This design comes from an exercise in tuning for small area, a short achievable clock period and few clock cycles on the open sky130 flow, not from production work. Function was checked by simulation only, so behaviour that the tests miss may differ from the original. No activity file was given, so power comes from the tool's default toggle rates.

// tim_decoder
module tim_decoder (
    input  wire        clk,
    input  wire        rst,
    input  wire        start,
    input  wire [31:0] slen,
    input  wire [31:0] maxres,
    input  wire        cfg_allow_oob,
    input  wire        cfg_ignore_version,
    input  wire        cfg_first_row_only,
    output wire        idle,
    input  wire        s_valid,
    input  wire [7:0]  s_data,
    output reg         s_ready,
    output reg         p_valid,
    input  wire        p_ready,
    output reg  [31:0] p_argb,
    output reg         p_mask,
    output reg         done,
    output reg  [5:0]  reason,
    output reg  [1:0]  fmt,
    output reg  [17:0] width,
    output reg  [15:0] height,
    output reg  [4:0]  page,
    output reg  [7:0]  x_off,
    output reg  [7:0]  y_off,
    output reg         pal_stp
);
Settings: LEC_CHECK=0, CAP_MARGIN=20, CORE_MARGIN=2, CORE_UTILIZATION=30, PLACE_DENSITY=0.5, SLEW_MARGIN=20, SYNTH_MEMORY_MAX_BITS=8192; clock period 14.0 ns.
standard.sh (not shown) runs the stock make flow with config.mk's settings and CLKGATE_MAP_FILE= SYNTH_SCRIPT=/design/flow/synth_recipe.tcl, a recipe that flattens the netlist after the stock synthesis.
==> flow/flow/run.sh <==
#!/bin/bash
# Layout flow: the standard ORFS flow (standard.sh), unchanged, except that
# timing repair aims for a setup slack margin, so that paths end well inside
# the clock period. The SDC, clock period and all other steps are the standard ones.
set -euo pipefail
bash standard.sh SETUP_SLACK_MARGIN=9.4 finish > flow_make.log 2>&1
Testbench counts at the start, summed over its fixed seeds: cycles 250,658.
Rerun with:
--- a/flow/design.v
+++ b/flow/design.v
@@ -88,17 +88,17 @@
     reg         row0;
     reg         stp;
     reg  [1:0]  sb;           
     reg         nib;          
     reg         sk_v;         
     reg  [24:0] sk_d;         
     reg         sk_m;
     reg         v2;           
-    reg  [15:0] sr, sp;
+    reg  [3:0]  a2r, a2p;
     reg         in2;
     reg         v3;           
     reg  [15:0] r3;
     reg  [4095:0] ring;
     assign idle = idle_r;
     function [3:0] ct;        
         input [3:0] g;
         begin
@@ -165,31 +165,17 @@
     wire [7:0] idx    = (fmt == F_I4) ? {4'd0, nib ? hd[7:4] : hd[3:0]} : hd;
     wire       pix_pal = img_go && fmt_pal;
     wire       d24_pad = (sb == 2'd0) && t_tail;
     wire       pix_dir = img_go && !fmt_pal &&
                          ((fmt == F_D16) ? sb[0] : (sb == 2'd2));
     wire [15:0] d16raw = {hd, lo};
     wire [31:0] dir_argb = (fmt == F_D16) ? expand(d16raw) : {8'hFF, lo, g24, hd};
     wire        dir_mask = (fmt == F_D16) ? hd[7] : 1'b0;
-    wire [15:0] raw2;
-    genvar gs, gb, gq;
-    generate
-        for (gb = 0; gb < 16; gb = gb + 1) begin : g_bit
-            wire [15:0] inner;
-            for (gq = 0; gq < 16; gq = gq + 1) begin : g_r
-                wire [15:0] col;
-                for (gs = 0; gs < 16; gs = gs + 1) begin : g_col
-                    assign col[gs] = ring[(gq*16 + gs)*16 + gb];
-                end
-                assign inner[gq] = |(col & sp);
-            end
-            assign raw2[gb] = |(inner & sr);
-        end
-    endgenerate
+    wire [15:0] raw2 = ring[{a2r, a2p} * 16 +: 16];
     wire [15:0] praw = r3;
     wire [31:0] pal_argb = expand(praw);
     wire        np_v = !sk_v && (fmt_pal ? v3 : pix_dir);
     wire [24:0] np_d = fmt_pal ? {pal_argb[31], pal_argb[23:0]} : {dir_argb[31], dir_argb[23:0]};
     wire        np_m = fmt_pal ? praw[15] : dir_mask;
     reg  [1:0]  d3r;
     wire [9:0]  d3hi = d3c8(2'd0, hd);
     wire [9:0]  d3lo = d3c8(d3r, s16[7:0]);
@@ -564,21 +550,21 @@
                     done   <= 1'b1;
                     idle_r <= 1'b1;
                     ps     <= P_IDLE;
                 end else begin
                     ps <= P_FIN;
                 end
             end
             if (stall) begin
-                sp <= {sp[14:0], sp[15]};    
+                a2p <= a2p + 4'd1;    
             end else begin
                 v2  <= pix_pal;
-                sr  <= 16'd1 << idx[7:4];
-                sp  <= 16'd1 << (c - ct(idx[3:0]));
+                a2r <= idx[7:4];
+                a2p <= c - ct(idx[3:0]);
                 in2 <= ({1'b0, idx} < cw9);
                 v3  <= v2;
                 r3  <= in2 ? raw2 : 16'd0;
             end
             if (!p_valid || p_ready) begin
                 if (sk_v) begin
                     p_valid <= 1'b1;
                     p_argb  <= {{8{sk_d[24]}}, sk_d[23:0]};
What happened: Synthesized cell count went down by about a fifth. Routed wire length went down by about a fifth. Design area went up by a few percent. Power went up slightly. Global-route usage went down by 4.8 points. Final cell count went down by a few percent.
Testbench counts after the change, summed over its fixed seeds: cycles 250,658.

-- static timing again, ports no longer ideal --
The results above use ideal ports. As a check the final layouts listed here were re-extracted and re-timed, cells and wires unchanged.
Step 1 assumes that a clkbuf_16 drives the clock port and a buf_2 every other input.
Step 2 moves the port delays by t, midway between the first and last clock arrival at a register: inputs arrive t later, outputs are due t later. That takes back most of the time a late clock gives input paths.
Slacks: no drivers / after step 1 / after step 2; pairs: no drivers / after step 1.
run	shift t [ns]	setup slack, ns	worst setup path at the end	clock arrival spread, ns	pins driven straight from the clock port
the first run	1.060	9.431 / 9.317 / 8.498	input to register	0.069 / 0.069	1
the second run	1.052	9.390 / 9.277 / 8.491	input to register	0.075 / 0.076	1
After both steps setup and hold are still met in every run listed. The setup slack of the first run, which loses most, moves by -0.114 ns with the drivers and by -0.933 ns with both steps.
